This design comes from an exercise in tuning for small area, a short achievable clock period and few clock cycles per item on the open sky130 flow, not from production work.
Function was checked by simulation only, so behaviour that the tests miss may differ from the original.

==> flow/design.v, too long to show whole: its modules and the start of the top module <==
// module tpaq_hasher: 154 lines
// module mul_c: 489 lines
// module mul_cs: 357 lines
// module mul_cm: 192 lines
// module mul_k1_0: 570 lines
// module mul_k2_0: 695 lines
// module mul_k1_1: 162 lines
// module mul_k2_1: 695 lines
// module mul_k1_2: 375 lines
// module mul_k2_2: 695 lines
// module mul_k1_3: 573 lines
// module mul_k2_3: 698 lines
// module mul_k1_4: 573 lines
// module mul_k2_4: 698 lines
// module mul_k1_5: 576 lines
// module mul_k2_5: 698 lines
// module mul_k1_6: 576 lines
// module mul_k2_6: 698 lines
// module hash_h: 246 lines
module tpaq_hasher (
    input  wire         clk,
    input  wire         rst,
    input  wire         in_valid,
    output wire         in_ready,
    input  wire         in_op,
    input  wire [149:0] in_data,
    output reg          out_valid,
    output reg          out_err,
    output reg  [223:0] out_ctx,
    output reg  [31:0]  out_c4,
    output reg  [23:0]  out_h
);
  // ...
==> flow/flow/run.sh <==
#!/bin/bash
# Standard layout with two changes:
#  - a netlist pass between synthesis and floorplan: flow/invpush.py removes
#    the inverters that synthesis leaves between full adders and xor gates
#    (a full adder is self-dual, so it can take its inputs inverted and give
#    its outputs inverted instead; an xor absorbs an inverted input by
#    becoming an xnor). Registers and all other cells stay as synthesized.
#  - the port buffers are plain buffers (buf_2) rather than delay cells.
#  - repair_timing aims beyond the period, and the clock tree uses no dummy loads.
# Each tool's output goes to its own log file here.
set -euo pipefail
R=orfs/results/${FLOW_PLATFORM}/tpaq_hasher/base
bash standard.sh synth > synth.log 2>&1
cp "$R/1_2_yosys.v" "$R/1_2_yosys_std.v"
python3 flow/invpush.py "$R/1_2_yosys_std.v" "$R/1_2_yosys.v" 3000000 > invpush.log 2>&1
rm -f "$R/1_synth.odb" "$R/1_synth.sdc"
bash standard.sh synth > synth_odb.log 2>&1
export BUFFER_PORTS_ARGS="-buffer_cell sky130_fd_sc_hd__buf_2"
# ask repair_timing for slack beyond the period, so that it speeds up the
# paths that set the achieved period
export SETUP_SLACK_MARGIN=21.2
# clock tree without dummy loads, with larger sink clusters (fewer buffers)
export CTS_ARGS="-sink_clustering_enable -repair_clock_nets -dont_use_dummy_load -sink_clustering_size 25 -sink_clustering_max_diameter 80"
bash standard.sh finish > layout.log 2>&1
==> flow/flow/invpush.py <==
#!/usr/bin/env python3
"""Inverter pushing on a flat gate-level netlist (Yosys output, sky130hd).

A full adder is self-dual: FA(~a, ~b, ~c) = (~sum, ~cout). Each full adder
may therefore be flipped (its inputs taken inverted and its outputs read
inverted) without changing the function. This pass removes the inverters
between cells, picks for every full adder whether to flip it so that as few
signals as possible need an inverted copy, and puts back one inverter per
signal that still needs one. Flip-flops, ports and other cells are untouched.

usage: invpush.py IN.v OUT.v
"""
import re, sys
from collections import defaultdict

src = open(sys.argv[1]).read()

cell_re = re.compile(r'^(\s*)(sky130_fd_sc_hd__(\w+))\s+(\\\S+ |\S+)\s*\((.*?)\);\n', re.S | re.M)
pin_re = re.compile(r'\.(\w+)\(\s*(.*?)\s*\)(?=\s*,|\s*$)', re.S)

OUT_PINS = {"X", "Y", "Q", "Q_N", "SUM", "COUT", "HI", "LO", "GCLK"}

cells = []
for m in cell_re.finditer(src):
    typ = m.group(3)
    name = m.group(4)
    pins = []
    for pm in pin_re.finditer(m.group(5)):
        pins.append([pm.group(1), pm.group(2).strip()])
    cells.append({"span": m.span(), "type": typ, "name": name, "pins": pins, "indent": m.group(1)})

# nets used outside cells: ports and assigns
mod = re.search(r'module\s+(\S+)\s*\((.*?)\);', src, re.S)
ports = set()
for decl in re.finditer(r'^\s*(input|output|inout)\s+(?:wire\s+)?(\[\d+:\d+\]\s*)?(\\\S+ |[\w$]+)\s*;', src, re.M):
    ports.add(decl.group(3).strip())
assign_text = " ".join(re.findall(r'^\s*assign\s+(.*?);', src, re.M | re.S))

def base(net):
    n = net.strip()
    if n.startswith("\\"):
        return n.split(" ")[0]
    return re.sub(r'\s*\[\d+\]$', '', n)

def fixed_net(net):
    b = base(net)
    return b in ports or (b and b in assign_text)

driver = {}
for ci, c in enumerate(cells):
    for p, n in c["pins"]:
        if p in OUT_PINS:
            driver[n] = (ci, p)

def is_inv(c): return c["type"].startswith("inv_") or c["type"].startswith("clkinv_")
def is_fa(c): return c["type"].startswith("fa_")
XOR_TWIN = {}
for n in ("1", "2", "4"):
    for a, b in (("xor2_", "xnor2_"), ("xor3_", "xnor3_")):
        XOR_TWIN[a + n] = b + n; XOR_TWIN[b + n] = a + n
def is_xor(c): return c["type"] in XOR_TWIN
def flippable(c): return is_fa(c) or is_xor(c)

removable = set()
for ci, c in enumerate(cells):
    if is_inv(c):
        out = [n for p, n in c["pins"] if p == "Y"][0]
        if not fixed_net(out):
            removable.add(ci)

memo = {}
def resolve(n):
    if n in memo: return memo[n]
    d = driver.get(n)
    if d is not None and d[0] in removable:
        a = [x for p, x in cells[d[0]]["pins"] if p == "A"][0]
        r, q = resolve(a)
        res = (r, q ^ 1)
    else:
        res = (n, 0)
    memo[n] = res
    return res

# consumers of each root: list of (cell index or None, required parity)
cons = defaultdict(list)
for ci, c in enumerate(cells):
    if ci in removable: continue
    for k, (p, n) in enumerate(c["pins"]):
        if p in OUT_PINS: continue
        if n.startswith("1'b") or n == "": continue
        r, q = resolve(n)
        cons[r].append((ci, q, k))
# nets read by ports/assigns through a removable inverter cannot occur (fixed_net);
# nets read directly keep parity 0 and are not touched.

flip = [0] * len(cells)
fa_out_roots = {}
for ci, c in enumerate(cells):
    if is_fa(c):
        fa_out_roots[ci] = [n for p, n in c["pins"] if p in ("SUM", "COUT")]
    elif is_xor(c):
        fa_out_roots[ci] = [n for p, n in c["pins"] if p in ("X", "Y")]

def phys(r):
    d = driver.get(r)
    if d is not None and flippable(cells[d[0]]):
        return flip[d[0]]
    return 0

def cost(r):
    ph = phys(r)
    for ci, q, k in cons[r]:
        if is_xor(cells[ci]): continue  # an xor takes either polarity
        need = q ^ (flip[ci] if is_fa(cells[ci]) else 0)
        if need != ph:
            return 1
    return 0

def affected(ci):
    rs = set(fa_out_roots[ci])
    if is_xor(cells[ci]): return rs
    for p, n in cells[ci]["pins"]:
        if p not in OUT_PINS and not n.startswith("1'b"):
            rs.add(resolve(n)[0])
    return rs

import random
random.seed(1)
fas = list(fa_out_roots)
aff = {ci: affected(ci) for ci in fas}
def greedy():
    changed = True
    passes = 0
    while changed and passes < 50:
        changed = False
        passes += 1
        for ci in fas:
            rs = aff[ci]
            c0 = sum(cost(r) for r in rs)
            flip[ci] ^= 1
            c1 = sum(cost(r) for r in rs)
            if c1 < c0:
                changed = True
            else:
                flip[ci] ^= 1
    return passes
passes = greedy()
best = sum(cost(r) for r in list(cons))
best_flip = list(flip)
# simulated annealing on the flips, then a final descent
import math
moves = int(sys.argv[3]) if len(sys.argv) > 3 else 200000
cur = best
T0, T1 = 0.6, 0.02
for it in range(moves):
    T = T0 * (T1 / T0) ** (it / max(1, moves))
    ci = random.choice(fas)
    rs = aff[ci]
    c0 = sum(cost(r) for r in rs)
    flip[ci] ^= 1
    d = sum(cost(r) for r in rs) - c0
    if d <= 0 or random.random() < math.exp(-d / T):
        cur += d
        if cur < best:
            best = cur; best_flip = list(flip)
    else:
        flip[ci] ^= 1
flip[:] = best_flip
greedy()
flip[:] = best_flip

# rewrite
newinv = {}
decls = []
invs = []
def inv_of(r):
    if r not in newinv:
        k = len(newinv)
        w = f"_ipn{k}_"
        newinv[r] = w
        decls.append(f"  wire {w};\n")
        ra = r + " " if r.startswith("\\") else r
        invs.append(f"  sky130_fd_sc_hd__inv_1 _ipi{k}_ (\n    .A({ra}),\n    .Y({w})\n  );\n")
    return newinv[r]

for ci, c in enumerate(cells):
    if ci in removable: continue
    par = flip[ci] if is_xor(c) else 0
    for k, (p, n) in enumerate(c["pins"]):
        if p in OUT_PINS or n.startswith("1'b") or n == "": continue
        r, q = resolve(n)
        if is_xor(c):
            par ^= q ^ phys(r)
            c["pins"][k][1] = r
            continue
        need = q ^ (flip[ci] if is_fa(c) else 0)
        c["pins"][k][1] = r if need == phys(r) else inv_of(r)
    if par:
        c["type"] = XOR_TWIN[c["type"]]
        outp = "Y" if c["type"].startswith("xnor2_") else "X"
        for pp in c["pins"]:
            if pp[0] in ("X", "Y"): pp[0] = outp

out = []
pos = 0
for ci, c in enumerate(cells):
    s, e = c["span"]
    out.append(src[pos:s])
    pos = e
    if ci in removable: continue
    ind = c["indent"]
    body = ",\n".join(f"    .{p}({n} )" if n.startswith("\\") else f"    .{p}({n})" for p, n in c["pins"])
    out.append(f"{ind}sky130_fd_sc_hd__{c['type']} {c['name']} (\n{body}\n  );\n")
tail = src[pos:]
endpos = tail.rfind("endmodule")
out.append(tail[:endpos])
out.extend(decls)
out.extend(invs)
out.append(tail[endpos:])
open(sys.argv[2], "w").write("".join(out))
ninv = sum(1 for c in cells if is_inv(c))
print(f"invpush: {len(fa_out_roots)} full adders, {sum(flip)} flipped, "
      f"inverters {ninv} -> {ninv - len(removable) + len(newinv)} ({passes} passes)", file=sys.stderr)
==> flow/standard.sh <==
#!/bin/bash
# synth_recipe.tcl (not shown) runs the flow's synth.tcl, then flattens the netlist and writes it again
# the make line also repeats each setting of config.mk as NAME=value (left out here)
make -C /OpenROAD-flow-scripts/flow DESIGN_CONFIG=/design/flow/config.mk WORK_HOME=/design/flow/orfs CLKGATE_MAP_FILE= SYNTH_SCRIPT=/design/flow/synth_recipe.tcl "${@:-finish}"
==> flow/config.mk <==
export PLATFORM = sky130hd
export DESIGN_NAME = tpaq_hasher
export DESIGN_NICKNAME = tpaq_hasher
export VERILOG_FILES = /design/flow/design.v
export SDC_FILE = /design/flow/constraint.sdc
export NUM_CORES = 4
export LEC_CHECK = 0
export CAP_MARGIN = 20
export CORE_MARGIN = 2
export CORE_UTILIZATION = 70
export SLEW_MARGIN = 20
==> flow/constraint.sdc <==
create_clock -name core_clock -period 28.0 [get_ports {clk}]
set_input_delay 5.6000 -clock core_clock [delete_from_list [all_inputs] [get_ports {clk}]]
set_output_delay 5.6000 -clock core_clock [all_outputs]
set_load 0.01 [all_outputs]
==> impl_results.md, run 1 <==
- Status: complete, no violations
- Crit share post-route: 24.5%
- RR Startpoint: c4[14]
- Portion of the layout cell area used by clock cells: 1.60%
- Final sum of negative setup slack: 0 ps
- Port bufs: 427
- Wire length of the first global-routing pass: 439 mm
- Total clock buffers created by CTS: 74
- Leading cell type in the layout, fill and taps excluded: sky130_fd_sc_hd__fa_1
- Element type at the critical path start: register
- Global routing usage on met2: 59.2%
- Average detailed-routed wire length per instance: 24.7 um
- Buffer levels on the longest clock path: 3
- Count of cells along the worst hold path: 0
- Worst slack on hold paths: 261 ps
- Met2 wire length: 133 mm
- Filler instances: 10.3k
- Hold Crit Start: h_b[5]
- Area taken by flip-flops and latches: 0.0218 mm^2
- Post-Synthesis Net Count: 12.2k
- Number of failing setup endpoints in the final timing report: 0
- Yosys warnings: 1
- Non-CTS buffers: 562
- Per-cell via count in the routed design: 6.08
- Slack of the worst reg-to-reg path: 21340 ps
- TritonRoute pass-1 iters: 6
- Relative area of non-clock buffer cells in the final design: 2.97%
- Cell chain of the critical path: buf_6
- Detail Route met3 WL: 25.9 mm
- Number of ordinary inverters in the final layout: 711
- DRC violation count after routing: 0
- H-tree levels: 3
- Clock latency at the later pin of the worst-skew pair: 760 ps
- Syn Std Cell Area: 0.108 mm^2
Testbench counts, summed over its fixed seeds: cycles 32,032, items 32,000.
==> run 2: changes to the inputs <==
--- a/flow/flow/run.sh
+++ b/flow/flow/run.sh
@@ -20,5 +20,5 @@
 # paths that set the achieved period
 export SETUP_SLACK_MARGIN=21.2
 # clock tree without dummy loads, with larger sink clusters (fewer buffers)
-export CTS_ARGS="-sink_clustering_enable -repair_clock_nets -dont_use_dummy_load -sink_clustering_size 25 -sink_clustering_max_diameter 80"
+export CTS_ARGS="-sink_clustering_enable -repair_clock_nets -dont_use_dummy_load -sink_clustering_size 32 -sink_clustering_max_diameter 90"
 bash standard.sh finish > layout.log 2>&1
==> run 2 against run 1 <==
  * Routed wire length is 0.51% lower
  * Clock skew is 23 ps higher
  * Synthesized cell count unchanged
  * Register-to-register slack is essentially flat
  * Non-clock buffer count down 5
  * Via count down 0.33%
  * First-iteration DRC count fell by 1.7%
  * Design area fell by 0.19%
  * Largest cell class unchanged
  * Highest routed layer unchanged
==> impl_results.md, run 2 <==
- Status: complete, no violations
- Max reg flops: 224
- FP Rows: 144
- Initial Utilization: 70.4%
- Cell chain of the critical path: buf_6
- Total vias in the final route: 68.5k
- CP Data Required Time: 22400 ps
- Die outline area: 0.158 mm^2
- Syn Std Cell Area: 0.108 mm^2 (unchanged)
- Area of the multi-input gates: 0.0836 mm^2
- Max-slew violations: 0
- Yosys warnings: 1 (unchanged)
- Tot GR Track Use: 36.7%
- Crit path DAT: 1280 ps
- Leading cell type in the layout, fill and taps excluded: sky130_fd_sc_hd__fa_1
- Filler instances: 10.3k (+0.19%)
- Final-report hold violation count: 0
- Registers with the highest flip-flop counts: out_ctx: 224 flops, t_b: 201 flops, d_r: 142 flops
- Area taken by flip-flops and latches: 0.0218 mm^2 (+0.23%)
- Number of failing setup endpoints in the final timing report: 0 (unchanged)
- Number of antenna violations at the first check in global routing: 24
- Half-perimeter wire length after placement: 230 mm
- Average size of a mapped cell: 12.4 um^2
- Final sum of negative setup slack: 0 ps (unchanged)
- Kind of cell with the highest combined delay on the critical path: flip-flops
- Global placement routability congestion: 0.997
- Synthesis-to-layout area growth: 6.98%
- Type of the setup path with the least slack: register to output port
- H-tree levels: 2 (-1)
- Most flop-heavy register: out_ctx
- Master of the slowest instance on the critical path: sky130_fd_sc_hd__dfxtp_4
- Clock slew at the register clock pins of the worst setup and hold paths: 120 ps
- Die Y: 397 um
- Maximum fanout encountered on the critical timing path: 1
- Area inside the core boundary: 0.154 mm^2
- Wire length of the first global-routing pass: 438 mm (-0.34%)
- Type of the tightest min-delay check: register to register
- Delay of the slowest cell on the worst path: 380 ps
- Crit share post-route: 24.6% (+0.077 points)
- Clk_skew: 172 ps
- Number of design-rule violations left by the first detailed-router iteration: 5273
- Per-cell via count in the routed design: 6.08 (about the same)
- DRC violation count after routing: 0 (unchanged)
- Chip Width: 397 um
- CP Buf/Inv Count: 1
- Clock latency at the later pin of the worst-skew pair: 790 ps (+30 ps)
- Overflow after GRT: 0
- Routed Antenna Nets: 0
- Port bufs: 427 (unchanged)
- Root Buffer Master: sky130_fd_sc_hd__clkbuf_16
- Count of maximum capacitance violations: 0
- Commonest cells after routing, fill and taps aside: sky130_fd_sc_hd__fa_1 (2434), sky130_fd_sc_hd__dfxtp_1 (976), sky130_fd_sc_hd__ha_1 (926), sky130_fd_sc_hd__inv_1 (687), sky130_fd_sc_hd__xor2_1 (522)
- Peak Freq: 145 MHz
- Number of global-route vias before repair: 76.4k
- Largest net degree at the start of global routing: 213
- Actual slew at the worst max-slew pin: 1110 ps
- TritonRoute pass-1 iters: 5 (-1)
- Minimum period implied by the final worst setup slack: 6880 ps
- Count of boundary I/O pins: 437
- Buffer levels on the longest clock path: 3 (unchanged)
- Relative slew slack: 25.4%
- Post-Synthesis Net Count: 12.2k (unchanged)
- Detailed-route wire length: 278 mm
- Total clock buffers created by CTS: 56 (-24%)
- Unrepaired setup endpoints after global routing: true
- TritonCTS clock tree: done
- Average detailed-routed wire length per instance: 24.7 um (-0.27%)
- Fin nets: 12.7k
- Count of clock tree sinks: 1081
- Ratio of cells with drive above 1 in the final layout: 8.94%
- Capturing element type of the critical path: output port
- Element type at the critical path start: register
- Cell count after synthesis: 8721
[run 2: per-layer routing]
metal	track usage, %	vias up	part of all wire (%)
li1	-	29434	-
met1	49.4	35481	39
met2	58.9	2976	48
met3	8.59	616	9.1
met4	12.9	8	4.0
met5	0	-	0.019
[run 2: final timing paths]
path            start        to  slack [ps]  cells past startpoint
max          out_h[3]  out_h[3]       21120                      1
min            h_a[2]    h_b[2]         260                      0
max reg2reg    c4[20]  x6_a[21]       21340                     17
min reg2reg    h_a[2]    h_b[2]         260                      0
[run 2: cell type report]
class                      instances  area share, %
sequential                      1081           18.8
inverter                         711           2.38
multi-input combinational       6807           72.2
antenna                           18         0.0389
clock buffer                      56           1.21
tap                             2044           2.21
timing repair buffer             557           3.15
[run 2: metrics by stage]
stage	instances	utilization [%]	cell area, um^2	hold slack (ps)	worst slack, ps
floorplan	8721	-	108000	310	21760
global placement	11132	73.4	113000	311	20880
detailed placement	11132	73.4	113000	312	20780
CTS	11196	74.7	115000	259	21080
global route	11271	75.3	116000	254	21080
finish	11274	75.3	116000	259	21120
[run 2: what timing repair did]
action | CTS | global route
pin swaps | 0 | 4
hold buffers | 0 | 0
buffers inserted | 8 | 60
setup endpoints to repair | 159 | 159
resized for setup | 147 | 113
==> module tpaq_hasher, before the edit <==
module tpaq_hasher (
    input  wire         clk,
    input  wire         rst,
    input  wire         in_valid,
    output wire         in_ready,
    input  wire         in_op,
    input  wire [149:0] in_data,
    output reg          out_valid,
    output reg          out_err,
    output reg  [223:0] out_ctx,
    output reg  [31:0]  out_c4,
    output reg  [23:0]  out_h
);
    localparam [31:0] C  = 32'd200002979;
    localparam [31:0] CC = C * C;
    function [31:0] hash_c;
        input [31:0] py;
        input [31:0] y;
        reg   [31:0] g;
        begin
            g = CC ^ py;
            hash_c = {g[31], g[31:1]} ^ {{9{g[31]}}, g[31:9]} ^ {{2{C[31]}}, C[31:2]}
                   ^ {{3{y[31]}}, y[31:3]} ^ C;
        end
    endfunction
    assign in_ready = 1'b1;
    reg         v_r, op_r, rst_r;
    reg [149:0] d_r;
    always @(posedge clk) begin
        if (rst) v_r <= 1'b0;
        else     v_r <= in_valid;
        rst_r <= rst;
        op_r  <= in_op;
        d_r   <= in_data;
    end
    reg [31:0] c4, c8;
    reg [23:0] h;
    reg [30:0] pos, bc;
    reg        text;         
    reg        sel1;         
    reg [31:0] h2;           
    reg        v_s, e_s;
    wire [7:0]  b       = d_r[7:0];
    wire        refuse  = &pos;
    wire [23:0] h_n;         
    wire [30:0] pos_inc = pos + 31'd1;
    wire [30:0] bc_inc  = bc + 31'd1;
    wire        text0   = bc < (pos_inc >> 2);
    wire        text1   = bc_inc < (pos_inc >> 2);
    wire        text_n  = b[7] ? text1 : text0;
    hash_h u_h (.h(h), .c({c4[15:0], b}), .y(h_n));
    always @(posedge clk) begin
        if (rst) begin
            v_s <= 1'b0; e_s <= 1'b0;
        end else begin
            v_s <= v_r;
            e_s <= v_r && !op_r && refuse;
        end
        if (rst_r) begin
            c4 <= 32'd0; c8 <= 32'd0; h <= 24'd0;
            pos <= 31'd0; bc <= 31'd0;
        end else begin
            if (v_r) begin
                if (op_r) begin
                    c4  <= d_r[31:0];
                    c8  <= d_r[63:32];
                    h   <= d_r[87:64];
                    pos <= d_r[118:88];
                    bc  <= d_r[149:119];
                end else if (!refuse) begin
                    c4  <= {c4[23:0], b};
                    c8  <= {c8[23:0], c4[31:24]};
                    h   <= h_n;
                    pos <= pos_inc;
                    bc  <= b[7] ? bc_inc : bc;
                end
            end
        end
        text <= text_n;
        sel1 <= text_n && !c4[23] && !c4[15] && !c4[7] && !b[7];
        h2   <= (text_n && !c8[23] && !c8[15] && !c8[7] && !c4[31])
                ? {c8[23:0], c4[31:24]} : {{16{c8[23]}}, c8[23:8]};
    end
    reg        v_a, e_a, text_a;
    reg [31:0] c4_a, x1_a, x2_a, x3_a, x4_a, x5_a, x6_a;
    reg [15:0] c8l_a;
    reg [23:0] h_a;
    wire [31:0] h1 = sel1 ? c4 : {{16{c4[31]}}, c4[31:16]};
    wire [31:0] s4c, h2c, pc, mc;
    mul_c  u_h2 (.x(h2), .y(h2c));
    mul_c  u_p  (.x(c4), .y(pc));
    mul_cm u_m  (.x(c4), .y(mc));
    mul_cs u_s4 (.x(c4[31:16]), .y(s4c));
    wire [31:0] g6 = (sel1 ? pc : s4c) ^ h2c;
    always @(posedge clk) begin
        if (rst) begin
            v_a <= 1'b0; e_a <= 1'b0;
        end else begin
            v_a <= v_s; e_a <= e_s;
        end
        text_a <= text;
        c4_a   <= c4;
        c8l_a  <= c8[15:0];
        h_a    <= h;
        x1_a   <= hash_c(pc << 24, c4 << 24);
        x2_a   <= hash_c(pc << 16, c4 << 16);
        x3_a   <= hash_c(pc << 8,  c4 << 8);
        x4_a   <= hash_c(mc,       c4 & 32'hF0F0F0F0);
        x5_a   <= hash_c(pc,       c4);
        x6_a   <= {g6[31], g6[31:1]} ^ {{9{g6[31]}}, g6[31:9]} ^ {{2{h1[31]}}, h1[31:2]}
                ^ {{3{h2[31]}}, h2[31:3]} ^ C;
    end
    reg        v_b, e_b;
    reg [31:0] c4_b;
    reg [23:0] h_b;
    reg [223:0] t_b;
    wire [31:0] x0 = text_a ? (c4_a ^ {16'd0, c8l_a}) : {c4_a[31:16], 16'd0};
    wire [223:0] t_n;
    mul_k1_0 u_k10 (.x(x0),   .y(t_n[ 31:  0]));
    mul_k1_1 u_k11 (.x(x1_a), .y(t_n[ 63: 32]));
    mul_k1_2 u_k12 (.x(x2_a), .y(t_n[ 95: 64]));
    mul_k1_3 u_k13 (.x(x3_a), .y(t_n[127: 96]));
    mul_k1_4 u_k14 (.x(x4_a), .y(t_n[159:128]));
    mul_k1_5 u_k15 (.x(x5_a), .y(t_n[191:160]));
    mul_k1_6 u_k16 (.x(x6_a), .y(t_n[223:192]));
    always @(posedge clk) begin
        if (rst) begin
            v_b <= 1'b0; e_b <= 1'b0;
        end else begin
            v_b <= v_a; e_b <= e_a;
        end
        c4_b <= c4_a;
        h_b  <= h_a;
        t_b  <= t_n;
    end
    wire [223:0] ctx_n;
    mul_k2_0 u_k20 (.x({t_b[ 15:  0], t_b[ 31: 16]}), .y(ctx_n[ 31:  0]));
    mul_k2_1 u_k21 (.x({t_b[ 47: 32], t_b[ 63: 48]}), .y(ctx_n[ 63: 32]));
    mul_k2_2 u_k22 (.x({t_b[ 79: 64], t_b[ 95: 80]}), .y(ctx_n[ 95: 64]));
    mul_k2_3 u_k23 (.x({t_b[111: 96], t_b[127:112]}), .y(ctx_n[127: 96]));
    mul_k2_4 u_k24 (.x({t_b[143:128], t_b[159:144]}), .y(ctx_n[159:128]));
    mul_k2_5 u_k25 (.x({t_b[175:160], t_b[191:176]}), .y(ctx_n[191:160]));
    mul_k2_6 u_k26 (.x({t_b[207:192], t_b[223:208]}), .y(ctx_n[223:192]));
    always @(posedge clk) begin
        if (rst) begin
            out_valid <= 1'b0; out_err <= 1'b0;
        end else begin
            out_valid <= v_b; out_err <= e_b;
        end
        out_c4  <= c4_b;
        out_h   <= h_b;
        out_ctx <= ctx_n;
    end
endmodule
==> run 3: changes to the inputs <==
--- a/flow/design.v
+++ b/flow/design.v
@@ -118,8 +118,10 @@
     wire [223:0] t_n;
     mul_k1_0 u_k10 (.x(x0),   .y(t_n[ 31:  0]));
     mul_k1_1 u_k11 (.x(x1_a), .y(t_n[ 63: 32]));
-    mul_k1_2 u_k12 (.x(x2_a), .y(t_n[ 95: 64]));
-    mul_k1_3 u_k13 (.x(x3_a), .y(t_n[127: 96]));
+    wire [31:0] x2_b = {x2_a[31:23], x5_a[6:0] ^ 7'h24, x2_a[15:0]};
+    wire [31:0] x3_b = {x3_a[31:23], x5_a[14:0] ^ 15'h0D29, x3_a[7:0]};
+    mul_k1_2 u_k12 (.x(x2_b), .y(t_n[ 95: 64]));
+    mul_k1_3 u_k13 (.x(x3_b), .y(t_n[127: 96]));
     mul_k1_4 u_k14 (.x(x4_a), .y(t_n[159:128]));
     mul_k1_5 u_k15 (.x(x5_a), .y(t_n[191:160]));
     mul_k1_6 u_k16 (.x(x6_a), .y(t_n[223:192]));
--- a/flow/flow/run.sh
+++ b/flow/flow/run.sh
@@ -19,6 +19,6 @@
 # ask repair_timing for slack beyond the period, so that it speeds up the
 # paths that set the achieved period
 export SETUP_SLACK_MARGIN=21.2
-# clock tree without dummy loads, with larger sink clusters (fewer buffers)
-export CTS_ARGS="-sink_clustering_enable -repair_clock_nets -dont_use_dummy_load -sink_clustering_size 32 -sink_clustering_max_diameter 90"
+# clock tree without dummy loads
+export CTS_ARGS="-sink_clustering_enable -repair_clock_nets -dont_use_dummy_load"
 bash standard.sh finish > layout.log 2>&1
==> run 3 against run 2 <==
  * Via count increased by 2.5%
  * Sequential share of layout area decreased by 0.53 points
  * Critical path type unchanged
  * Worst setup slack better by 11 ps
  * Highest routed layer unchanged
  * Clock skew is 91 ps lower
  * Still clean
  * Final cell count increased by 1.1%
==> impl_results.md, run 3 <==
- Synthesis-to-layout area growth: 8.15%
- Fin nets: 12.9k (+0.98%)
- DRC violation count after routing: 0 (unchanged)
- Routed Antenna Nets: 0 (unchanged)
- Port bufs: 427 (unchanged)
- Tot GR Track Use: 38.3% (+1.7 points)
- Initial Utilization: 70.4% (about the same)
- Master of the slowest instance on the critical path: sky130_fd_sc_hd__dfxtp_4
- Capturing element type of the critical path: output port
- Total clock buffers created by CTS: 111 (+98%)
- CP Data Required Time: 22400 ps (about the same)
- TritonCTS clock tree: done
- Slack of the worst reg-to-reg path: 21380 ps (+40 ps)
- Critical path depth in cells: 1 (unchanged)
- Average detailed-routed wire length per instance: 25.6 um (+3.9%)
- Clock slew at the register clock pins of the worst setup and hold paths: 60 ps (-60 ps)
- Clock latency at the later pin of the worst-skew pair: 760 ps (-30 ps)
- Type of the tightest min-delay check: register to register
- Start point of the critical path: out_c4[6]
- Design Area, Final: 0.117 mm^2 (+1.3%)
- Area post-placement: 0.113 mm^2 (+0.28%)
- CP endpoint: out_c4[6]
- Max reg flops: 224 (unchanged)
- Per-cell via count in the routed design: 6.16 (+1.4%)
- Number of failing setup endpoints in the final timing report: 0 (unchanged)
- Element type at the critical path start: register
- Count of maximum capacitance violations: 0 (unchanged)
- Peak Freq: 145 MHz (+0.16%)
- Type of the setup path with the least slack: register to output port
- Clk_skew: 80.2 ps (-91.5 ps)
- Area taken by flip-flops and latches: 0.0215 mm^2 (-1.5%)
- Leading cell type in the layout, fill and taps excluded: sky130_fd_sc_hd__fa_1
- Crit path DAT: 1270 ps (about the same)
- Delay of the slowest cell on the worst path: 400 ps (+20 ps)
- Chip Width: 398 um (+0.10%)
- Final-report hold violation count: 0 (unchanged)
- Syn Std Cell Area: 0.109 mm^2 (+0.21%)
- Post-place setup slack: 21190 ps (+412 ps)
- Final core occ: 76.2% (+0.89 points)
- Max-slew violations: 0 (unchanged)
- Post-Synthesis Net Count: 12.3k (+0.62%)
- Overflow after GRT: 0 (unchanged)
- Crit Reg-Reg Endpoint: out_ctx[159]
- Ratio of cells with drive above 1 in the final layout: 9.30% (+0.35 points)
- Cell count after synthesis: 8795 (+0.85%)
- Maximum fanout encountered on the critical timing path: 1 (unchanged)
- Cell chain of the critical path: buf_6
- Min setup slack post-route: 21130 ps (+11.3 ps)
- Yosys warnings: 1 (unchanged)
- RR Startpoint: t_b[149]
- Count of clock tree sinks: 1065 (-1.5%)
- FP Rows: 144 (unchanged)
- Number of global-route vias before repair: 78.3k (+2.5%)
- Filler instances: 10.0k (-2.6%)
- Number of design-rule violations left by the first detailed-router iteration: 5166 (-2.0%)
- Most flop-heavy register: out_ctx
- Die outline area: 0.158 mm^2 (+0.21%)
- Actual slew at the worst max-slew pin: 1160 ps (+44.4 ps)
- Unrepaired setup endpoints after global routing: true
- Total vias in the final route: 70.2k (+2.5%)
- Registers with the highest flip-flop counts: out_ctx: 224 flops, t_b: 201 flops, d_r: 142 flops
- Relative slew slack: 22.3% (-3.1 points)
- Number of antenna violations at the first check in global routing: 26 (+8.3%)
- TritonRoute pass-1 iters: 6 (+1)
- Root Buffer Master: sky130_fd_sc_hd__clkbuf_16
- Half-perimeter wire length after placement: 236 mm (+2.4%)
- Count of cells along the worst register-to-register path: 22 (+5)
- Largest net degree at the start of global routing: 107 (-50%)
- Area of the multi-input gates: 0.0841 mm^2 (+0.57%)
- Global placement routability congestion: 1.01 (+1.6%)
- Die Y: 398 um (+0.10%)
- Final sum of negative setup slack: 0 ps (unchanged)
- CP Buf/Inv Count: 1 (unchanged)
- Average size of a mapped cell: 12.3 um^2 (-0.64%)
- H-tree levels: 3 (+1)
- Kind of cell with the highest combined delay on the critical path: flip-flops
- Status: complete, no violations
- Count of boundary I/O pins: 437 (unchanged)
- Buffer levels on the longest clock path: 3 (unchanged)
- Wire length of the first global-routing pass: 455 mm (+4.1%)
- Minimum period implied by the final worst setup slack: 6870 ps (-11.3 ps)
- Area inside the core boundary: 0.154 mm^2 (+0.12%)
- Detailed-route wire length: 292 mm (+5.0%)
- Commonest cells after routing, fill and taps aside: sky130_fd_sc_hd__fa_1 (2434), sky130_fd_sc_hd__dfxtp_1 (962), sky130_fd_sc_hd__ha_1 (928), sky130_fd_sc_hd__inv_1 (688), sky130_fd_sc_hd__xor2_1 (482)
- Crit share post-route: 24.5% (-0.040 points)
run 3: routing by layer:
metal / up-vias / routed length [um] / GRT usage [%]
met4: 16 / 14600 / 16.8
met5: - / 90 / 0
met3: 833 / 25900 / 8.65
li1: 29954 / - / -
met1: 36155 / 112000 / 50.3
met2: 3278 / 139000 / 61.6
run 3: layout make-up:
cell class                 count  area share (%)
antenna                       16          0.0341
clock buffer                 111            2.37
sequential                  1065            18.3
timing repair buffer         558            3.15
tap                         2044            2.18
inverter                     705            2.31
multi-input combinational   6896            71.7
run 3: per-stage QoR:
step | hold WS (ps) | std cells
global route | 330 | 11390
floorplan | 310 | 8795
global placement | 311 | 11217
detailed placement | 312 | 11217
finish | 319 | 11395
CTS | 323 | 11335
run 3: repair_timing:
item,in CTS,in global routing
setup endpoints to repair,174,140
hold buffers,0,0
gates resized for setup,122,110
buffers inserted,7,41
run 3: worst reg2reg max path: stages, from the launching register on:
cell,delay [ps]
sky130_fd_sc_hd__dfxtp_1,610
sky130_fd_sc_hd__inv_1,400
sky130_fd_sc_hd__fa_1,540
sky130_fd_sc_hd__fa_1,460
sky130_fd_sc_hd__fa_1,560
sky130_fd_sc_hd__fa_1,450
sky130_fd_sc_hd__ha_1,350
sky130_fd_sc_hd__a21o_1,190
sky130_fd_sc_hd__a21oi_1,150
sky130_fd_sc_hd__nor2b_1,80
sky130_fd_sc_hd__o21ai_0,230
sky130_fd_sc_hd__nand2b_1,90
sky130_fd_sc_hd__a21o_1,210
sky130_fd_sc_hd__o41ai_2,450
sky130_fd_sc_hd__nor2_1,120
sky130_fd_sc_hd__a211oi_2,370
sky130_fd_sc_hd__o21a_1,230
sky130_fd_sc_hd__o21a_1,120
sky130_fd_sc_hd__inv_1,40
sky130_fd_sc_hd__fa_1,370
sky130_fd_sc_hd__xor2_1,230
sky130_fd_sc_hd__xnor2_1,170
sky130_fd_sc_hd__xnor2_1,140
run 3: worst min-delay path by stage:
stage,start,endpoint,cells past startpoint
final,h_b[23],out_h[23],0
after CTS,h_b[23],out_h[23],0
after global placement,c4_b[7],out_c4[7],0
after global routing,c4_b[2],out_c4[2],0
after floorplan,h_a[0],h_b[0],0
after detailed placement,c4_b[18],out_c4[18],0
Testbench counts of run 3, summed over its fixed seeds: cycles 32,032, items 32,000.
==> run 4: changes to the inputs <==
--- a/flow/flow/run.sh
+++ b/flow/flow/run.sh
@@ -19,6 +19,6 @@
 # ask repair_timing for slack beyond the period, so that it speeds up the
 # paths that set the achieved period
 export SETUP_SLACK_MARGIN=21.2
-# clock tree without dummy loads
-export CTS_ARGS="-sink_clustering_enable -repair_clock_nets -dont_use_dummy_load"
+# clock tree without dummy loads, with larger sink clusters (fewer buffers)
+export CTS_ARGS="-sink_clustering_enable -repair_clock_nets -dont_use_dummy_load -sink_clustering_size 25 -sink_clustering_max_diameter 80"
 bash standard.sh finish > layout.log 2>&1
==> run 4 against run 3 <==
  * Still clean on timing, DRC and antenna
  * Routed wire length is 1.1% lower
  * Maximum frequency is 0.29% higher
  * Final cell count is 0.33% lower
  * Design area is 0.94% lower
  * Die area stayed put
  * Non-clock buffer count is 2 lower
  * Flip-flop and latch count stayed put
  * Register-to-register slack worse by 40 ps
  * Sequential share of layout area is 0.15 points higher
  * First-iteration DRC count is 0.54% higher
==> impl_results.md, run 4 <==
- Status: complete, no violations
- Average size of a mapped cell: 12.3 um^2 (unchanged)
- Crit path DAT: 1250 ps (-20 ps)
- Unrepaired setup endpoints after global routing: true
- Yosys warnings: 1 (unchanged)
- Root Buffer Master: sky130_fd_sc_hd__clkbuf_16
- Synthesis-to-layout area growth: 7.13%
- Max reg flops: 224 (unchanged)
- Total clock buffers created by CTS: 75 (-32%)
- Crit share post-route: 24.5% (-0.071 points)
- Commonest cells after routing, fill and taps aside: sky130_fd_sc_hd__fa_1 (2434), sky130_fd_sc_hd__dfxtp_1 (982), sky130_fd_sc_hd__ha_1 (928), sky130_fd_sc_hd__inv_1 (690), sky130_fd_sc_hd__xor2_1 (482)
- Clk_skew: 119 ps (+38.7 ps)
- Final sum of negative setup slack: 0 ps (unchanged)
- Type of the tightest min-delay check: register to register
- Fin nets: 12.8k (-0.30%)
- Largest net degree at the start of global routing: 107 (unchanged)
- Initial Utilization: 70.4% (unchanged)
- Capturing element type of the critical path: output port
- Max-slew violations: 0 (unchanged)
- CP Data Required Time: 22400 ps (about the same)
- Final core occ: 75.5% (-0.72 points)
- Total vias in the final route: 70.0k (-0.41%)
- Cell chain of the critical path: buf_6
- Number of global-route vias before repair: 77.6k (-0.96%)
- TritonCTS clock tree: done
- Actual slew at the worst max-slew pin: 1080 ps (-75.4 ps)
- Area inside the core boundary: 0.154 mm^2 (unchanged)
- Number of design-rule violations left by the first detailed-router iteration: 5194 (+0.54%)
- Die outline area: 0.158 mm^2 (unchanged)
- Post-Synthesis Net Count: 12.3k (unchanged)
- Per-cell via count in the routed design: 6.16 (about the same)
- Kind of cell with the highest combined delay on the critical path: flip-flops
- Clock latency at the later pin of the worst-skew pair: 750 ps (about the same)
- Overflow after GRT: 0 (unchanged)
- DRC violation count after routing: 0 (unchanged)
- Maximum fanout encountered on the critical timing path: 1 (unchanged)
- FP Rows: 144 (unchanged)
- Count of maximum capacitance violations: 0 (unchanged)
- Post-place setup slack: 21190 ps (unchanged)
- Element type at the critical path start: register
- Buffer levels on the longest clock path: 3 (unchanged)
- Number of failing setup endpoints in the final timing report: 0 (unchanged)
- Average detailed-routed wire length per instance: 25.4 um (-0.76%)
- Tot GR Track Use: 38.0% (-0.30 points)
- Port bufs: 427 (unchanged)
- Delay of the slowest cell on the worst path: 380 ps (-20 ps)
- Master of the slowest instance on the critical path: sky130_fd_sc_hd__dfxtp_4
- Registers with the highest flip-flop counts: out_ctx: 224 flops, t_b: 201 flops, d_r: 142 flops
- Number of antenna violations at the first check in global routing: 23 (-12%)
- Count of clock tree sinks: 1065 (unchanged)
- TritonRoute pass-1 iters: 5 (-1)
- Most flop-heavy register: out_ctx
- H-tree levels: 3 (unchanged)
- Half-perimeter wire length after placement: 236 mm (unchanged)
- Leading cell type in the layout, fill and taps excluded: sky130_fd_sc_hd__fa_1
- Count of boundary I/O pins: 437 (unchanged)
- Number of hold-repair buffers added at the cts stage: 0 (unchanged)
- Peak Freq: 146 MHz (+0.29%)
- Min setup slack post-route: 21150 ps (+19.8 ps)
- Relative slew slack: 27.4% (+5.1 points)
- Global placement routability congestion: 1.01 (unchanged)
- Die Y: 398 um (unchanged)
- Slack of the worst reg-to-reg path: 21340 ps (-40 ps)
- Clock slew at the register clock pins of the worst setup and hold paths: 90 ps (+30 ps)
- Wire length of the first global-routing pass: 452 mm (-0.79%)
- Final-report hold violation count: 0 (unchanged)
- Syn Std Cell Area: 0.109 mm^2 (unchanged)
- CP Buf/Inv Count: 1 (unchanged)
- Detailed-route wire length: 289 mm (-1.1%)
- Routed Antenna Nets: 0 (unchanged)
- Ratio of cells with drive above 1 in the final layout: 8.69% (-0.61 points)
- Minimum period implied by the final worst setup slack: 6850 ps (-19.8 ps)
- Cell count after synthesis: 8795 (unchanged)
- Chip Width: 398 um (unchanged)
- Type of the setup path with the least slack: register to output port
run 4: through the flow:
| stage | area (um^2) | hold WS [ps] | std cells |
|---|---|---|---|
| after global routing | 116000 | 274 | 11354 |
| after CTS | 116000 | 276 | 11293 |
| final | 116000 | 282 | 11357 |
| after detailed placement | 113000 | 312 | 11217 |
| after floorplan | 109000 | 310 | 8795 |
| after global placement | 113000 | 311 | 11217 |
run 4: final timing paths:
check / to / depth (start not counted) / from
hold / removal: h_b[8] / 0 / h_a[8]
setup / recovery: out_h[10] / 1 / out_h[10]
hold reg to reg: h_b[8] / 0 / h_a[8]
setup reg to reg: x6_a[19] / 17 / c4[21]
run 4: area by class of cell:
type                       count  area, um^2
multi-input combinational   6896       84100
timing repair buffer         556        3530
clock buffer                  75        1880
inverter                     705        2700
antenna                       16        40.0
sequential                  1065       21400
fill                       10183       37800
tap                         2044        2560
run 4: what timing repair did:
action,4_1_cts,5_1_grt
setup buffers,1,45
endpoints found under the setup margin,125,80
gates resized for setup,106,76
run 4: metal layers:
layer / wire length [um] / share of wire, % / GRT usage (%)
met1: 112000 / 39 / 50.2
met5: 82 / 0.028 / 0
met2: 137000 / 48 / 61.0
met4: 14000 / 4.8 / 16.4
met3: 25900 / 9.0 / 8.66
==> run 5: changes to the inputs <==
--- a/flow/flow/run.sh
+++ b/flow/flow/run.sh
@@ -18,7 +18,7 @@
 export BUFFER_PORTS_ARGS="-buffer_cell sky130_fd_sc_hd__buf_2"
 # ask repair_timing for slack beyond the period, so that it speeds up the
 # paths that set the achieved period
-export SETUP_SLACK_MARGIN=21.2
+export SETUP_SLACK_MARGIN=21.3
 # clock tree without dummy loads, with larger sink clusters (fewer buffers)
 export CTS_ARGS="-sink_clustering_enable -repair_clock_nets -dont_use_dummy_load -sink_clustering_size 25 -sink_clustering_max_diameter 80"
 bash standard.sh finish > layout.log 2>&1
==> run 5 against run 4 <==
  * First-iteration DRC count rose by 1.9%
  * Flip-flop and latch count is the same
  * Synthesized area unchanged
  * Register-to-register slack better by 90 ps
  * Final cell count is essentially flat
  * Sequential share of layout area about the same
  * Critical path depth stayed put
  * Count of clock-buffer cells in the layout is the same
  * Die area unchanged
  * Routed wire length is 0.24% higher
  * Still clean on timing, DRC and antenna
==> impl_results.md, run 5 <==
- Number of hold-repair buffers added at the cts stage: 0 (unchanged)
- DRC violation count after routing: 0 (unchanged)
- Number of global-route vias before repair: 77.6k (+0.072%)
- Global placement routability congestion: 1.01 (unchanged)
- Design Area, Final: 0.117 mm^2 (+0.54%)
- Tot GR Track Use: 38.0% (about the same)
- CP Buf/Inv Count: 1 (unchanged)
- Routed Antenna Nets: 0 (unchanged)
- Critical path depth in cells: 1 (unchanged)
- Yosys warnings: 1 (unchanged)
- Post-Synthesis Net Count: 12.3k (unchanged)
- Cell chain of the critical path: buf_6
- Area taken by flip-flops and latches: 0.0215 mm^2 (+0.46%)
- Average size of a mapped cell: 12.3 um^2 (unchanged)
- Area inside the core boundary: 0.154 mm^2 (unchanged)
- Fin nets: 12.8k (+0.023%)
- Minimum period implied by the final worst setup slack: 6850 ps (-1.90 ps)
- Clk_skew: 122 ps (+2.97 ps)
- Half-perimeter wire length after placement: 236 mm (unchanged)
- Delay of the slowest cell on the worst path: 380 ps (about the same)
- Total vias in the final route: 70.0k (+0.0029%)
- Kind of cell with the highest combined delay on the critical path: flip-flops
- Max-slew violations: 0 (unchanged)
- Number of failing setup endpoints in the final timing report: 0 (unchanged)
- Count of maximum capacitance violations: 0 (unchanged)
- Final sum of negative setup slack: 0 ps (unchanged)
- Wire length of the first global-routing pass: 452 mm (about the same)
- Cell count after synthesis: 8795 (unchanged)
- Area post-placement: 0.113 mm^2 (unchanged)
- Clock slew at the register clock pins of the worst setup and hold paths: 90 ps (about the same)
- Average detailed-routed wire length per instance: 25.5 um (+0.21%)
- Status: complete, no violations
- Unrepaired setup endpoints after global routing: true
- Global routing met3 resource utilization: 8.43% (-0.23 points)
- Type of the setup path with the least slack: register to output port
- Per-cell via count in the routed design: 6.16 (about the same)
- Synthesis-to-layout area growth: 7.70%
- Chip Width: 398 um (unchanged)
- Leading cell type in the layout, fill and taps excluded: sky130_fd_sc_hd__fa_1
- Count of clock tree sinks: 1065 (unchanged)
- Port bufs: 427 (unchanged)
- CP endpoint: out_h[10]
- Number of antenna violations at the first check in global routing: 24 (+4.3%)
- CP Data Required Time: 22400 ps (about the same)
- Largest net degree at the start of global routing: 107 (unchanged)
- Routing layer with the top usage in global route: met2
- H-tree levels: 3 (unchanged)
- Buffer levels on the longest clock path: 3 (unchanged)
- Start point of the critical path: out_h[10]
- TritonRoute pass-1 iters: 6 (+1)
- TritonCTS clock tree: done
- Crit Reg-Reg Endpoint: x6_a[19]
- Initial Utilization: 70.4% (unchanged)
- Met1 track utilization from global routing: 50.3% (+0.18 points)
- Final-report hold violation count: 0 (unchanged)
- Die outline area: 0.158 mm^2 (unchanged)
- Maximum fanout encountered on the critical timing path: 1 (unchanged)
- Peak Freq: 146 MHz (about the same)
- Number of design-rule violations left by the first detailed-router iteration: 5295 (+1.9%)
- Registers with the highest flip-flop counts: out_ctx: 224 flops, t_b: 201 flops, d_r: 142 flops
- Detailed-route wire length: 290 mm (+0.24%)
- Global routing usage on met2: 61.0% (unchanged)
- Commonest cells after routing, fill and taps aside: sky130_fd_sc_hd__fa_1 (2434), sky130_fd_sc_hd__ha_1 (928), sky130_fd_sc_hd__dfxtp_1 (909), sky130_fd_sc_hd__inv_1 (685), sky130_fd_sc_hd__xor2_1 (482)
- Total clock buffers created by CTS: 75 (unchanged)
- Actual slew at the worst max-slew pin: 1150 ps (+65.3 ps)
- Crit path DAT: 1250 ps (about the same)
- Die Y: 398 um (unchanged)
- Type of the tightest min-delay check: register to register
- Count of boundary I/O pins: 437 (unchanged)
- Area of the multi-input gates: 0.0841 mm^2 (about the same)
- Ratio of cells with drive above 1 in the final layout: 9.62% (+0.93 points)
- Element type at the critical path start: register
- Syn Std Cell Area: 0.109 mm^2 (unchanged)
- Crit share post-route: 24.5% (about the same)
- Overflow after GRT: 0 (unchanged)
- Root Buffer Master: sky130_fd_sc_hd__clkbuf_16
- Master of the slowest instance on the critical path: sky130_fd_sc_hd__dfxtp_4
- FP Rows: 144 (unchanged)
- Max reg flops: 224 (unchanged)
- Clock latency at the later pin of the worst-skew pair: 750 ps (about the same)
- Count of cells along the worst register-to-register path: 16 (-1)
- Slack of the worst reg-to-reg path: 21430 ps (+90 ps)
- Relative slew slack: 23.0% (-4.4 points)
- Filler instances: 10.1k (-1.0%)
- RR Startpoint: c4[20]
- Most flop-heavy register: out_ctx
- Capturing element type of the critical path: output port
## run 5: layout make-up
class | count | area share (%)
Multi-Input combinational cell | 6896 | 72.0
Sequential cell | 1065 | 18.4
Timing Repair Buffer | 559 | 3.43
Inverter | 705 | 2.33
Tap cell | 2044 | 2.19
Clock buffer | 75 | 1.61
Antenna cell | 17 | 0.0364
## run 5: what timing repair did
action,CTS,global route
endpoints found under the setup margin,288,300
gates resized for setup,172,176
hold endpoints to repair,0,0
buffers inserted,9,40
cloned,0,0
## run 5: metal layers
metal  routed length, um  vias to the layer above
li1                    -                    29878
met1              112000                    36144
met2              138000                     3180
met3               25500                      738
met4               14000                       12
met5                  76                        -
## run 5: how the worst min path moves through the flow
stage | start | to | slack (ps) | cells after the start
after floorplan | h_a[0] | h_b[0] | 310 | 0
after global placement | c4_b[7] | out_c4[7] | 310 | 0
after detailed placement | c4_b[18] | out_c4[18] | 310 | 0
after CTS | h_a[8] | h_b[8] | 280 | 0
after global routing | h_a[8] | h_b[8] | 270 | 0
final | h_a[8] | h_b[8] | 280 | 0
## run 5: per-stage QoR
step / cells / worst slack [ps] / utilization (%) / hold WS (ps)
2_1_floorplan: 8795 / 21510 / - / 310
3_3_place_gp: 11217 / 21100 / 73.6 / 311
3_5_place_dp: 11217 / 21190 / 73.6 / 312
4_1_cts: 11301 / 21100 / 75.2 / 276
5_1_grt: 11357 / 21120 / 75.9 / 274
6_report: 11361 / 21150 / 75.9 / 281
==> run 6: changes to the inputs <==
--- a/flow/flow/run.sh
+++ b/flow/flow/run.sh
@@ -18,7 +18,7 @@
 export BUFFER_PORTS_ARGS="-buffer_cell sky130_fd_sc_hd__buf_2"
 # ask repair_timing for slack beyond the period, so that it speeds up the
 # paths that set the achieved period
-export SETUP_SLACK_MARGIN=21.3
+export SETUP_SLACK_MARGIN=21.2
 # clock tree without dummy loads, with larger sink clusters (fewer buffers)
-export CTS_ARGS="-sink_clustering_enable -repair_clock_nets -dont_use_dummy_load -sink_clustering_size 25 -sink_clustering_max_diameter 80"
+export CTS_ARGS="-sink_clustering_enable -repair_clock_nets -dont_use_dummy_load -sink_clustering_size 28 -sink_clustering_max_diameter 85"
 bash standard.sh finish > layout.log 2>&1
==> run 6 against run 5 <==
  * Still clean
  * Hold slack gained 8.6 ps
  * Register-to-register slack lost 40 ps
  * Synthesized area is the same
  * Non-clock buffer count shrank 14
  * Sequential share of layout area up 0.056 points
  * Routed wire length is 0.15% lower
  * Clock skew down 22 ps
  * Via count fell by 0.23%
  * Core utilization down 0.54 points
  * Count of clock-buffer cells in the layout shrank 5
  * Global-route usage grew 0.13 points
==> impl_results.md, run 6 <==
- Die Y: 398 um (unchanged)
- Filler instances: 10.2k (+1.4%)
- Syn Std Cell Area: 0.109 mm^2 (unchanged)
- FP Rows: 144 (unchanged)
- Buffer levels on the longest clock path: 3 (unchanged)
- Cell chain of the critical path: buf_6
- Half-perimeter wire length after placement: 236 mm (unchanged)
- Actual slew at the worst max-slew pin: 1160 ps (+12.1 ps)
- Ratio of cells with drive above 1 in the final layout: 8.56% (-1.1 points)
- RR Startpoint: c4[20]
- Max reg flops: 224 (unchanged)
- Master of the slowest instance on the critical path: sky130_fd_sc_hd__dfxtp_4
- Leading cell type in the layout, fill and taps excluded: sky130_fd_sc_hd__fa_1
- Kind of cell with the highest combined delay on the critical path: flip-flops
- Average size of a mapped cell: 12.3 um^2 (unchanged)
- Total clock buffers created by CTS: 70 (-6.7%)
- Fin nets: 12.8k (-0.15%)
- H-tree levels: 3 (unchanged)
- Chip Width: 398 um (unchanged)
- Count of maximum capacitance violations: 0 (unchanged)
- Type of the setup path with the least slack: register to output port
- Largest net degree at the start of global routing: 107 (unchanged)
- Count of cells along the worst register-to-register path: 16 (unchanged)
- Most flop-heavy register: out_ctx
- Number of global-route vias before repair: 77.8k (+0.21%)
- Crit Reg-Reg Endpoint: x6_a[19]
- Slack of the worst reg-to-reg path: 21390 ps (-40 ps)
- Type of the tightest min-delay check: register to register
- Delay of the slowest cell on the worst path: 410 ps (+30 ps)
- Area post-placement: 0.113 mm^2 (unchanged)
- Peak Freq: 146 MHz (about the same)
- Synthesis-to-layout area growth: 6.93%
- TritonRoute pass-1 iters: 6 (unchanged)
- Tot GR Track Use: 38.2% (+0.13 points)
- Die outline area: 0.158 mm^2 (unchanged)
- Critical path depth in cells: 1 (unchanged)
- Capturing element type of the critical path: output port
- Port bufs: 427 (unchanged)
- Clk_skew: 99.5 ps (-22.3 ps)
- Registers with the highest flip-flop counts: out_ctx: 224 flops, t_b: 201 flops, d_r: 142 flops
- Number of antenna violations at the first check in global routing: 28 (+17%)
- Minimum period implied by the final worst setup slack: 6860 ps (+5.20 ps)
- Routed Antenna Nets: 0 (unchanged)
- Overflow after GRT: 0 (unchanged)
- Root Buffer Master: sky130_fd_sc_hd__clkbuf_16
- Count of boundary I/O pins: 437 (unchanged)
- Yosys warnings: 1 (unchanged)
- CP Buf/Inv Count: 1 (unchanged)
- Count of clock tree sinks: 1065 (unchanged)
- Min setup slack post-route: 21140 ps (-5.20 ps)
- DRC violation count after routing: 0 (unchanged)
- Average detailed-routed wire length per instance: 25.5 um (about the same)
- Max-slew violations: 0 (unchanged)
- Status: complete, no violations
- Total vias in the final route: 69.8k (-0.23%)
- Design Area, Final: 0.116 mm^2 (-0.72%)
- Crit path DAT: 1260 ps (about the same)
- Element type at the critical path start: register
- Relative slew slack: 22.2% (-0.81 points)
- Number of design-rule violations left by the first detailed-router iteration: 5362 (+1.3%)
- Final sum of negative setup slack: 0 ps (unchanged)
- Crit share post-route: 24.5% (about the same)
- CP endpoint: out_c4[3]
- Wire length of the first global-routing pass: 454 mm (+0.30%)
- Clock slew at the register clock pins of the worst setup and hold paths: 100 ps (about the same)
- Clock latency at the later pin of the worst-skew pair: 760 ps (about the same)
- Number of hold-repair buffers added at the cts stage: 0 (unchanged)
- Cell count after synthesis: 8795 (unchanged)
- Commonest cells after routing, fill and taps aside: sky130_fd_sc_hd__fa_1 (2434), sky130_fd_sc_hd__dfxtp_1 (978), sky130_fd_sc_hd__ha_1 (928), sky130_fd_sc_hd__inv_1 (691), sky130_fd_sc_hd__xor2_1 (483)
- CP Data Required Time: 22400 ps (about the same)
- Global placement routability congestion: 1.01 (unchanged)
- Initial Utilization: 70.4% (unchanged)
- Start point of the critical path: out_c4[3]
- Per-cell via count in the routed design: 6.16 (about the same)
- Unrepaired setup endpoints after global routing: true
- Final-report hold violation count: 0 (unchanged)
- Number of failing setup endpoints in the final timing report: 0 (unchanged)
- Post-place setup slack: 21190 ps (unchanged)
- Detailed-route wire length: 289 mm (-0.15%)
- Area inside the core boundary: 0.154 mm^2 (unchanged)
- Maximum fanout encountered on the critical timing path: 1 (unchanged)
- TritonCTS clock tree: done
- Post-Synthesis Net Count: 12.3k (unchanged)
-- run 6: changes by cell type in the layout (fill, tap and decap cells not counted), moves of 6 or more --
cell                         previous run  this run
sky130_fd_sc_hd__clkinvlp_4            20        14
sky130_fd_sc_hd__dfxtp_2              147        79
sky130_fd_sc_hd__buf_4                127       118
sky130_fd_sc_hd__dfxtp_1              909       978
sky130_fd_sc_hd__buf_2                295       362
sky130_fd_sc_hd__inv_1                685       691
sky130_fd_sc_hd__buf_6                134        63
-- run 6: cell type report --
cell class | instances | area [um^2] | area share [%]
Tap cell | 2044 | 2560 | 2.20
Sequential cell | 1065 | 21400 | 18.5
Multi-Input combinational cell | 6896 | 84100 | 72.5
Clock buffer | 70 | 1750 | 1.51
Inverter | 705 | 2700 | 2.33
Antenna cell | 13 | 32.5 | 0.0280
Timing Repair Buffer | 545 | 3450 | 2.97
-- run 6: repair_timing --
action,4_1_cts,5_1_grt
buffers inserted,6,30
gates resized for setup,105,85
setup endpoints to repair,126,87
-- run 6: worst min-delay path by stage --
| stage | startpoint | cells past startpoint | slack (ps) | endpoint |
|---|---|---|---|---|
| 2_1_floorplan | h_a[0] | 0 | 310 | h_b[0] |
| 3_3_place_gp | c4_b[7] | 0 | 310 | out_c4[7] |
| 3_5_place_dp | c4_b[18] | 0 | 310 | out_c4[18] |
| 4_1_cts | h_a[4] | 0 | 290 | h_b[4] |
| 5_1_grt | h_a[4] | 0 | 290 | h_b[4] |
| 6_report | h_a[4] | 0 | 290 | h_b[4] |
-- run 6: layer usage --
metal,global-route usage [%],vias to the layer above,wire length [um],part of all wire [%]
li1,-,29838,-,-
met1,50.4,35969,112000,39
met2,61.8,3201,138000,48
met3,8.35,763,24500,8.5
met4,15.9,18,13800,4.8
met5,0,-,112,0.039
-- run 6: stage by stage --
| step | hold WS [ps] | instances | util, % |
|---|---|---|---|
| floorplan | 310 | 8795 | - |
| CTS | 290 | 11293 | 74.9 |
| global placement | 311 | 11217 | 73.6 |
| finish | 290 | 11338 | 75.3 |
| global route | 291 | 11336 | 75.3 |
| detailed placement | 312 | 11217 | 73.6 |
==> run 7: changes to the inputs <==
--- a/flow/design.v
+++ b/flow/design.v
@@ -37,8 +37,7 @@
     reg [23:0] h;
     reg [30:0] pos, bc;
     reg        text;         
-    reg        sel1;         
-    reg [31:0] h2;           
+    reg [31:0] h1, h2;       
     reg        v_s, e_s;
     wire [7:0]  b       = d_r[7:0];
     wire        refuse  = &pos;
@@ -77,7 +76,8 @@
             end
         end
         text <= text_n;
-        sel1 <= text_n && !c4[23] && !c4[15] && !c4[7] && !b[7];
+        h1   <= (text_n && !c4[23] && !c4[15] && !c4[7] && !b[7])
+                ? {c4[23:0], b} : {{16{c4[23]}}, c4[23:8]};
         h2   <= (text_n && !c8[23] && !c8[15] && !c8[7] && !c4[31])
                 ? {c8[23:0], c4[31:24]} : {{16{c8[23]}}, c8[23:8]};
     end
@@ -85,13 +85,12 @@
     reg [31:0] c4_a, x1_a, x2_a, x3_a, x4_a, x5_a, x6_a;
     reg [15:0] c8l_a;
     reg [23:0] h_a;
-    wire [31:0] h1 = sel1 ? c4 : {{16{c4[31]}}, c4[31:16]};
-    wire [31:0] s4c, h2c, pc, mc;
+    wire [31:0] h1c, h2c, pc, mc;
+    mul_c  u_h1 (.x(h1), .y(h1c));
     mul_c  u_h2 (.x(h2), .y(h2c));
     mul_c  u_p  (.x(c4), .y(pc));
     mul_cm u_m  (.x(c4), .y(mc));
-    mul_cs u_s4 (.x(c4[31:16]), .y(s4c));
-    wire [31:0] g6 = (sel1 ? pc : s4c) ^ h2c;
+    wire [31:0] g6 = h1c ^ h2c;
     always @(posedge clk) begin
         if (rst) begin
             v_a <= 1'b0; e_a <= 1'b0;
--- a/flow/flow/run.sh
+++ b/flow/flow/run.sh
@@ -19,6 +19,6 @@
 # ask repair_timing for slack beyond the period, so that it speeds up the
 # paths that set the achieved period
 export SETUP_SLACK_MARGIN=21.2
-# clock tree without dummy loads, with larger sink clusters (fewer buffers)
-export CTS_ARGS="-sink_clustering_enable -repair_clock_nets -dont_use_dummy_load -sink_clustering_size 28 -sink_clustering_max_diameter 85"
+# clock tree without dummy loads
+export CTS_ARGS="-sink_clustering_enable -repair_clock_nets -dont_use_dummy_load"
 bash standard.sh finish > layout.log 2>&1
==> run 7 against run 6 <==
  * Highest routed layer unchanged
  * Routed wire length is 0.17% higher
  * Synthesized cell count down 0.28%
  * Clock skew rose by 37 ps
  * Register-to-register slack got worse by 170 ps
  * Maximum frequency shrank 0.56%
  * Still clean
  * Critical path depth unchanged
  * Via count fell by 0.18%
==> impl_results.md, run 7 <==
- Fin nets: 12.8k (+0.32%)
- Buffer levels on the longest clock path: 3 (unchanged)
- Final sum of negative setup slack: 0 ps (unchanged)
- Final-report hold violation count: 0 (unchanged)
- Unrepaired setup endpoints after global routing: true
- CP Data Required Time: 22400 ps (about the same)
- Syn Std Cell Area: 0.109 mm^2 (+0.80%)
- Capturing element type of the critical path: output port
- Per-cell via count in the routed design: 6.13 (-0.46%)
- Die outline area: 0.159 mm^2 (+0.79%)
- Cell count after synthesis: 8770 (-0.28%)
- CP Buf/Inv Count: 1 (unchanged)
- FP Rows: 145 (+0.69%)
- TritonCTS clock tree: done
- Area inside the core boundary: 0.156 mm^2 (+1.0%)
- Type of the setup path with the least slack: register to output port
- Synthesis-to-layout area growth: 8.25%
- Number of global-route vias before repair: 78.3k (+0.63%)
- Routed Antenna Nets: 0 (unchanged)
- Commonest cells after routing, fill and taps aside: sky130_fd_sc_hd__fa_1 (2471), sky130_fd_sc_hd__dfxtp_1 (932), sky130_fd_sc_hd__ha_1 (925), sky130_fd_sc_hd__inv_1 (700), sky130_fd_sc_hd__xor2_1 (510)
- Wire length of the first global-routing pass: 451 mm (-0.55%)
- Clock slew at the register clock pins of the worst setup and hold paths: 70 ps (-30 ps)
- Clk_skew: 136 ps (+36.9 ps)
- Die Y: 399 um (+0.39%)
- Master of the slowest instance on the critical path: sky130_fd_sc_hd__dfxtp_2
- Element type at the critical path start: register
- Leading cell type in the layout, fill and taps excluded: sky130_fd_sc_hd__fa_1
- Clock latency at the later pin of the worst-skew pair: 820 ps (+60 ps)
- Area post-placement: 0.114 mm^2 (+0.72%)
- Total vias in the final route: 69.7k (-0.18%)
- Final core occ: 76.1% (+0.74 points)
- Count of boundary I/O pins: 437 (unchanged)
- Status: complete, no violations
- Max-slew violations: 0 (unchanged)
- Minimum period implied by the final worst setup slack: 6900 ps (+38.4 ps)
- Chip Width: 399 um (+0.39%)
- Crit path DAT: 1300 ps (+40 ps)
- Average size of a mapped cell: 12.5 um^2 (+1.1%)
- Global placement routability congestion: 1.00 (-1.2%)
- Total clock buffers created by CTS: 114 (+63%)
- Maximum fanout encountered on the critical timing path: 1 (unchanged)
- Delay of the slowest cell on the worst path: 370 ps (-40 ps)
- Actual slew at the worst max-slew pin: 1080 ps (-83.7 ps)
- Crit share post-route: 24.6% (+0.14 points)
[run 7: changes by cell type in the layout (fill, tap and decap cells not counted), sizes merged, moves of 26 or more]
cell,delta
xor2,+30
xnor2,+37
fa,+37
clkbuf,+44
buf,-38
dfxtp,+30
mux2i,-26
a21oi,-56
and3,-33
[run 7: through the flow]
stage	hold WS [ps]	worst slack (ps)
after floorplan	310	22070
final	318	21100
after detailed placement	312	21280
after CTS	318	21060
after global placement	311	21380
after global routing	321	20920
[run 7: layer usage]
layer  up-vias  routed length (um)  track usage (%)
met4         4               15400             17.1
met2      3000              141000             61.8
li1      29649                   -                -
met5         -                  23                0
met3       861               22600             8.57
met1     36146              111000             48.4
[run 7: area by class of cell]
class	count	area share (%)
antenna	23	0.0486
clock buffer	114	2.41
inverter	707	2.26
multi-input combinational	6866	71.3
sequential	1095	18.7
tap	2058	2.17
timing repair buffer	506	3.12
[run 7: final timing paths]
path | cells after the start | endpoint | startpoint | slack (ps)
setup / recovery | 1 | out_h[0] | out_h[0] | 21100
hold / removal | 0 | out_h[17] | h_b[17] | 320
setup reg to reg | 24 | out_ctx[223] | t_b[210] | 21220
hold reg to reg | 0 | out_h[17] | h_b[17] | 320
[run 7: worst register-to-register path: stages (launching register included)]
cell and delay [ps]:
sky130_fd_sc_hd__dfxtp_1 730, sky130_fd_sc_hd__clkinvlp_4 210, sky130_fd_sc_hd__buf_4 210, sky130_fd_sc_hd__fa_1 500, sky130_fd_sc_hd__fa_1 450, sky130_fd_sc_hd__fa_1 430
sky130_fd_sc_hd__ha_1 390, sky130_fd_sc_hd__and4_1 250, sky130_fd_sc_hd__o2111ai_1 180, sky130_fd_sc_hd__o221ai_1 310, sky130_fd_sc_hd__and2_1 230, sky130_fd_sc_hd__a31o_2 220
sky130_fd_sc_hd__o31ai_1 310, sky130_fd_sc_hd__o21a_1 210, sky130_fd_sc_hd__a21oi_1 110, sky130_fd_sc_hd__a31oi_1 260, sky130_fd_sc_hd__o21a_2 250, sky130_fd_sc_hd__o21a_1 150
sky130_fd_sc_hd__inv_1 50, sky130_fd_sc_hd__fa_1 360, sky130_fd_sc_hd__xor2_1 160, sky130_fd_sc_hd__xnor2_1 200, sky130_fd_sc_hd__xor2_1 200, sky130_fd_sc_hd__xor2_1 190
sky130_fd_sc_hd__xnor2_1 130
[run 7: repair_timing]
action                     in CTS  in global routing
setup endpoints to repair     243                235
resized for setup             160                176
setup buffers                   0                 19
Testbench counts of run 7, summed over its fixed seeds: cycles 32,032, items 32,000.

## port drivers added, routing unchanged
The flow's constraints put no driver on any port. The routed layouts listed below were extracted and timed again, unchanged, in two steps. Step 1 sets driving cells, clkbuf_16 on the clock port and buf_2 on the other inputs (assumed; they add their load-dependent delay and slew). Step 2 moves the port delays by t, midway between the first and last clock arrival at a register: inputs arrive t later, outputs are due t later. That takes back most of the time a late clock gives input paths. Slacks: ideal / step 1 / step 2; pairs: ideal / step 1.
run | t, ns | slack for setup (ns) | hold WS [ns] | worst setup path at the end | pins driven straight from the clock port
run 1 | 0.782 | 21.137 / 21.045 / 21.336 | 0.261 / 0.261 / 0.261 | register to register | 1
run 2 | 0.792 | 21.115 / 21.025 / 21.338 | 0.259 / 0.259 / 0.259 | register to register | 1
run 3 | 0.814 | 21.127 / 21.035 / 21.378 | 0.319 / 0.319 / 0.319 | register to register | 1
run 4 | 0.787 | 21.147 / 21.055 / 21.335 | 0.282 / 0.282 / 0.282 | register to register | 1
run 5 | 0.788 | 21.148 / 21.054 / 21.425 | 0.281 / 0.281 / 0.281 | register to register | 1
run 6 | 0.802 | 21.143 / 21.050 / 21.388 | 0.290 / 0.290 / 0.290 | register to register | 1
run 7 | 0.848 | 21.105 / 21.011 / 21.218 | 0.318 / 0.318 / 0.318 | register to register | 1
After both steps setup and hold are still met in every run listed.
